Context: an optimization exercise on an open-source flow, tuned for small area. The choices shown serve that exercise and are no tape-out recipe. Function was checked by simulation only, so behaviour that the tests miss may differ from the original. Power is estimated from default activity; no workload was simulated.

## s6afb
module s6afb (
    input  wire        clk,
    input  wire [31:0] tick,
    input  wire        init_stb,
    input  wire [3:0]  init_tag,
    input  wire        rx_stb,
    input  wire [3:0]  rx_tag,
    input  wire [7:0]  rx_data,
    input  wire        issue_stb,
    input  wire [7:0]  issue_reg,
    input  wire [15:0] issue_val,
    input  wire        drive_stb,
    input  wire        wd_stb,
    output wire        issue_busy,
    output reg         rx_arm,
    output wire        tx_stb,
    output wire [39:0] tx_data,
    output wire [15:0] acc_x,
    output wire [15:0] acc_y,
    output wire [15:0] acc_z,
    output wire [15:0] gyro_x,
    output wire [15:0] gyro_y,
    output wire [15:0] gyro_z,
    output wire [15:0] angle_x,
    output wire [15:0] angle_y,
    output wire [15:0] angle_z,
    output wire [15:0] mag_x,
    output wire [15:0] mag_y,
    output wire [15:0] mag_z,
    output wire [15:0] temp,
    output wire [15:0] volt,
    output wire [15:0] version,
    output wire [31:0] last_frame_ts,
    output wire [31:0] angle_period,
    output wire [87:0] echo
);
    reg  [3:0] cfg_tag;
    wire       rx_take = rx_stb && (rx_tag == cfg_tag);
    wire       wd_restart;
    wire [31:0] tick_z = init_stb ? 32'd0 : tick;
    wire [31:0] angle_ts, tx_ts, wd_restart_ts;
    wire [31:0] t_a = {({13{drive_stb}} & tx_ts[31:19]) | ({13{wd_stb}} & last_frame_ts[31:19]),
                       ({19{drive_stb}} & tx_ts[18:0]) | ({19{rx_stb}} & angle_ts[18:0]) |
                       ({19{wd_stb}} & last_frame_ts[18:0])};
    wire [18:0] d_a;
    wire        c19_a, hi0_a;
    s6afb_elapsed #(.LO(19)) u_ela (
        .nnow(~tick_z), .t(t_a), .d(d_a), .cout(c19_a), .hi_zero(hi0_a));
  ...
clock: 10.0 ns
lec_check: 0
cap_margin: 0
core_margin: 2
core_utilization: 75
slew_margin: 0
standard.sh (not shown) runs the stock make flow with config.mk's settings and CLKGATE_MAP_FILE= SYNTH_SCRIPT=/design/flow/synth_recipe.tcl, a recipe that flattens the netlist after the stock synthesis.
==> flow/flow/run.sh <==
#!/bin/bash
# The standard layout (standard.sh, which runs ORFS from synthesis to
# finish), with two changes that only make the layout smaller:
#  - every input and output port gets the smallest buffer, buf_1;
#  - the clock tree uses clkbuf_8 in clusters of at most 16 flip-flops and
#    no dummy loads.
# The make run's full output goes to make_finish.log in this folder; ORFS
# also keeps each step's log under orfs/logs.
set -euo pipefail
bash standard.sh \
  BUFFER_PORTS_ARGS="-buffer_cell sky130_fd_sc_hd__buf_1" \
  CTS_ARGS="-sink_clustering_enable -repair_clock_nets -dont_use_dummy_load -buf_list sky130_fd_sc_hd__clkbuf_4 -sink_clustering_size 10 -sink_clustering_max_diameter 40" \
  finish > make_finish.log 2>&1
Then changed:
--- a/flow/flow/run.sh
+++ b/flow/flow/run.sh
@@ -11,3 +11,3 @@
   BUFFER_PORTS_ARGS="-buffer_cell sky130_fd_sc_hd__buf_1" \
-  CTS_ARGS="-sink_clustering_enable -repair_clock_nets -dont_use_dummy_load -buf_list sky130_fd_sc_hd__clkbuf_4 -sink_clustering_size 10 -sink_clustering_max_diameter 40" \
+  CTS_ARGS="-sink_clustering_enable -repair_clock_nets -dont_use_dummy_load -buf_list sky130_fd_sc_hd__clkbuf_8 -sink_clustering_size 16 -sink_clustering_max_diameter 50" \
   finish > make_finish.log 2>&1
What happened: Clock power rose by a few percent; wire length is lower slightly; sequential power stays flat; total power increases slightly; worst setup slack is worse by 180 ps; synthesized area stays the same; synthesized cell count stays the same; design area grows slightly; die area stays the same; via count came out lower slightly.
Then changed:
GPL_ROUTABILITY_DRIVEN = 0   (was not set)
GPL_TIMING_DRIVEN = 0   (was not set)
Result: Cell count went up by 3.2%. Setup slack is worse by 240 ps. Synthesized cell count is unchanged. Sequential share of layout area decreases by 1.7 points. Wire length rises by 5.6%. Clock skew increases by 13 ps. Total power grows by 0.74%. Die area is unchanged. Final area came out higher by 2.5%.

---

Setup of P:
Another version of the RTL of s6afb (not shown whole).
For scale: about 590 flip-flops, about 22000 um^2 of cells after synthesis.
## s6afb
module s6afb (
    input  wire        clk,
    input  wire [31:0] tick,
    input  wire        init_stb,
    input  wire [3:0]  init_tag,
    input  wire        rx_stb,
    input  wire [3:0]  rx_tag,
    input  wire [7:0]  rx_data,
    input  wire        issue_stb,
    input  wire [7:0]  issue_reg,
    input  wire [15:0] issue_val,
    input  wire        drive_stb,
    input  wire        wd_stb,
    output wire        issue_busy,
    output reg         rx_arm,
    output wire        tx_stb,
    output wire [39:0] tx_data,
    output wire [15:0] acc_x,
    output wire [15:0] acc_y,
    output wire [15:0] acc_z,
    output wire [15:0] gyro_x,
    output wire [15:0] gyro_y,
    output wire [15:0] gyro_z,
    output wire [15:0] angle_x,
    output wire [15:0] angle_y,
    output wire [15:0] angle_z,
    output wire [15:0] mag_x,
    output wire [15:0] mag_y,
    output wire [15:0] mag_z,
    output wire [15:0] temp,
    output wire [15:0] volt,
    output wire [15:0] version,
    output wire [31:0] last_frame_ts,
    output wire [31:0] angle_period,
    output wire [87:0] echo
);
    reg  [3:0] cfg_tag;
    wire       rx_take = rx_stb && (rx_tag == cfg_tag);
    wire       wd_restart;
    wire [31:0] tick_z = init_stb ? 32'd0 : tick;
    wire [31:0] angle_ts, tx_ts, wd_restart_ts;
    wire [31:0] t_a = {last_frame_ts[31:19],
                       ({19{rx_stb}} & angle_ts[18:0]) | ({19{wd_stb}} & last_frame_ts[18:0])};
    wire [18:0] d_a;
    wire        c19_a, hi0_a;
    s6afb_elapsed #(.LO(19)) u_ela (
        .nnow(~tick_z), .t(t_a), .d(d_a), .cout(c19_a), .hi_zero(hi0_a));
    wire [31:0] t_b = ({32{drive_stb}} & tx_ts) | ({32{wd_stb}} & wd_restart_ts);
    wire [6:0]  d_b;
    wire        c7_b, hi0_b;
    s6afb_elapsed #(.LO(7)) u_elb (
  ...
export LEC_CHECK = 0
export CAP_MARGIN = 0
export CORE_MARGIN = 2
export CORE_UTILIZATION = 75
export SLEW_MARGIN = 0
create_clock -name core_clock -period 10.0 [get_ports {clk}]
==> flow/flow/run.sh <==
#!/bin/bash
# The standard layout (standard.sh, which runs ORFS from synthesis to
# finish), with two changes that only make the layout smaller:
#  - every input and output port gets the smallest buffer, buf_1;
#  - the clock tree uses clkbuf_8 in clusters of at most 16 flip-flops and
#    no dummy loads.
# The make run's full output goes to make_finish.log in this folder; ORFS
# also keeps each step's log under orfs/logs.
set -euo pipefail
bash standard.sh \
  BUFFER_PORTS_ARGS="-buffer_cell sky130_fd_sc_hd__buf_1" \
  CTS_ARGS="-sink_clustering_enable -repair_clock_nets -dont_use_dummy_load -buf_list sky130_fd_sc_hd__clkbuf_8 -sink_clustering_size 16 -sink_clustering_max_diameter 50" \
  finish > make_finish.log 2>&1
What Q does differently from P at the input level:
--- a/flow/flow/run.sh
+++ b/flow/flow/run.sh
@@ -12 +12 @@
-  CTS_ARGS="-sink_clustering_enable -repair_clock_nets -dont_use_dummy_load -buf_list sky130_fd_sc_hd__clkbuf_8 -sink_clustering_size 16 -sink_clustering_max_diameter 50" \
+  CTS_ARGS="-sink_clustering_enable -repair_clock_nets -dont_use_dummy_load -buf_list sky130_fd_sc_hd__clkbuf_16 -sink_clustering_size 24 -sink_clustering_max_diameter 40" \
==> summary.txt <==
Every run in the comparison, P and Q, completed the flow with a clean layout.
Relative to P, worst hold slack has decreased by 32 ps in Q.
In Q, combinational cell fraction of total power is lower than in P.
Total power of Q is higher than that of P.
Q vs. P: fraction of area in registers went down by 1.7 points.
Post-route fraction of the period consumed by the critical path: Q vs P up 0.56 points
Sum of routed wire length over all layers is higher on Q
For R, these inputs were changed with respect to Q:
Settings: SLEW_MARGIN changed from 0 to 20; CAP_MARGIN changed from 0 to 20; CORE_UTILIZATION changed from 75 to 60.
--- a/flow/flow/run.sh
+++ b/flow/flow/run.sh
@@ -12 +12 @@
-  CTS_ARGS="-sink_clustering_enable -repair_clock_nets -dont_use_dummy_load -buf_list sky130_fd_sc_hd__clkbuf_16 -sink_clustering_size 24 -sink_clustering_max_diameter 40" \
+  CTS_ARGS="-sink_clustering_enable -repair_clock_nets -dont_use_dummy_load -buf_list sky130_fd_sc_hd__clkbuf_4 -sink_clustering_size 10 -sink_clustering_max_diameter 40" \
--- outcome ---
R went all the way through synthesis, placement and routing and the layout is clean on timing, DRC and antenna.
Final cycle utilization of the critical path for R: 2.0 points down relative to Q
Between R and Q, total non-filler cell area in the finished layout is higher for Q, R comes in under that.
Setup slack for R: 200 ps up relative to Q
R: clock skew is 30 ps higher than what Q reported.
R vs Q — pin count of the biggest net entering global routing dropped 2.
[R vs Q] non-clock buffer count: higher in R
R — count of clock-net buffers in the final layout 27 higher, Q as reference
Against Q, R reports a via count that is lower.
R supports a higher top clock frequency than Q.
The area growth from synthesis to layout of R falls short of that of Q by 2.2 points.
diff inputs: R => S
==> flow/flow/run.sh <==
#!/bin/bash
set -euo pipefail
bash standard.sh \
  BUFFER_PORTS_ARGS="-buffer_cell sky130_fd_sc_hd__buf_1" \
  CTS_ARGS="-sink_clustering_enable -repair_clock_nets -dont_use_dummy_load -buf_list sky130_fd_sc_hd__clkbuf_16 -sink_clustering_size 30 -sink_clustering_max_diameter 60" \
  finish > make_finish.log 2>&1
Notes after the runs:
Compared with R, in S first-iteration DRC count shows an increase of 65, total power shows an increase of 0.31 mW. STATUS routed wire length: S wins against R. [compare] base=R new=S: switching part of the total -1.6 points; final instance area saw an increase. On pre-CTS worst setup slack, S and R are basically level. Sort S and R by relative slew slack, descending, and S comes first. Setup slack: S less than R.
Input-level comparison between T and S:
==> flow/flow/run.sh <==
#!/bin/bash
# The standard layout (standard.sh, which runs ORFS from synthesis to
# finish), with two changes that only make the layout smaller:
#  - every input and output port gets the smallest buffer, buf_1;
#  - the clock tree uses clkbuf_8 in clusters of at most 16 flip-flops and
#    no dummy loads.
# The make run's full output goes to make_finish.log in this folder; ORFS
# also keeps each step's log under orfs/logs.
set -euo pipefail
bash standard.sh \
  BUFFER_PORTS_ARGS="-buffer_cell sky130_fd_sc_hd__buf_1" \
  CTS_ARGS="-sink_clustering_enable -repair_clock_nets -dont_use_dummy_load -buf_list sky130_fd_sc_hd__clkbuf_8 -sink_clustering_size 16 -sink_clustering_max_diameter 50" \
  finish > make_finish.log 2>&1
[summary]
- T ends up with lower core utilization than S does.
- In T, the fraction of area in multi-input gates came out 0.19 points above the value in S.
- T and S ended up with nearly the same met1 demand-to-capacity share in global routing.
- The higher worst setup slack came out of T.
- Per the comparison of T with S, sum of routed wire length over all layers moved up, overall global routing resource usage ~0 delta, first-pass GRT wire length comparable, register share of the cell area went up.

[static timing again, ports no longer ideal]
The flow's constraints put no driver on any port. The routed layouts listed below were extracted and timed again, unchanged, in two steps.
Step 1, drivers: a clkbuf_16 drives clk and a buf_2 each remaining input, both assumed.
Step 2 times the ports against the registers' clock, not the clock port: input delays grow and output delays shrink by t, the midpoint of the rising clock arrivals with the driver on.
Slacks: no drivers / after step 1 / after step 2; pairs: no drivers / after step 1.
| run | t (ns) | setup WS [ns] | hold slack, ns | clock arrival spread, ns | worst register clock-pin slew, ns |
|---|---|---|---|---|---|
| the first run of note 1 | 0.728 | 0.608 / 0.618 / -0.109 | 0.408 / 0.408 / 0.408 | 0.085 / 0.085 | 0.11 / 0.11 |
| the second run of note 1 | 0.610 | 0.433 / 0.442 / -0.168 | 0.447 / 0.447 / 0.447 | 0.054 / 0.054 | 0.10 / 0.10 |
| the third run of note 1 | 0.603 | 0.192 / 0.211 / -0.392 | 0.463 / 0.463 / 0.463 | 0.068 / 0.068 | 0.10 / 0.10 |
| P | 0.615 | 0.414 / 0.436 / -0.179 | 0.451 / 0.451 / 0.451 | 0.060 / 0.060 | 0.10 / 0.10 |
| Q | 0.604 | 0.358 / 0.385 / -0.219 | 0.420 / 0.420 / 0.420 | 0.057 / 0.058 | 0.09 / 0.09 |
| R | 0.772 | 0.553 / 0.578 / -0.194 | 0.436 / 0.436 / 0.436 | 0.093 / 0.093 | 0.11 / 0.11 |
| S | 0.581 | 0.361 / 0.386 / -0.195 | 0.444 / 0.444 / 0.444 | 0.055 / 0.054 | 0.10 / 0.10 |
| T | 0.659 | 0.444 / 0.467 / -0.192 | 0.426 / 0.426 / 0.426 | 0.059 / 0.060 | 0.10 / 0.10 |
Met with ideal ports but missed after step 2: setup timing in every run listed. For R, which loses most, drivers alone change the setup slack by +0.025 ns; drivers and shift together by -0.747 ns.
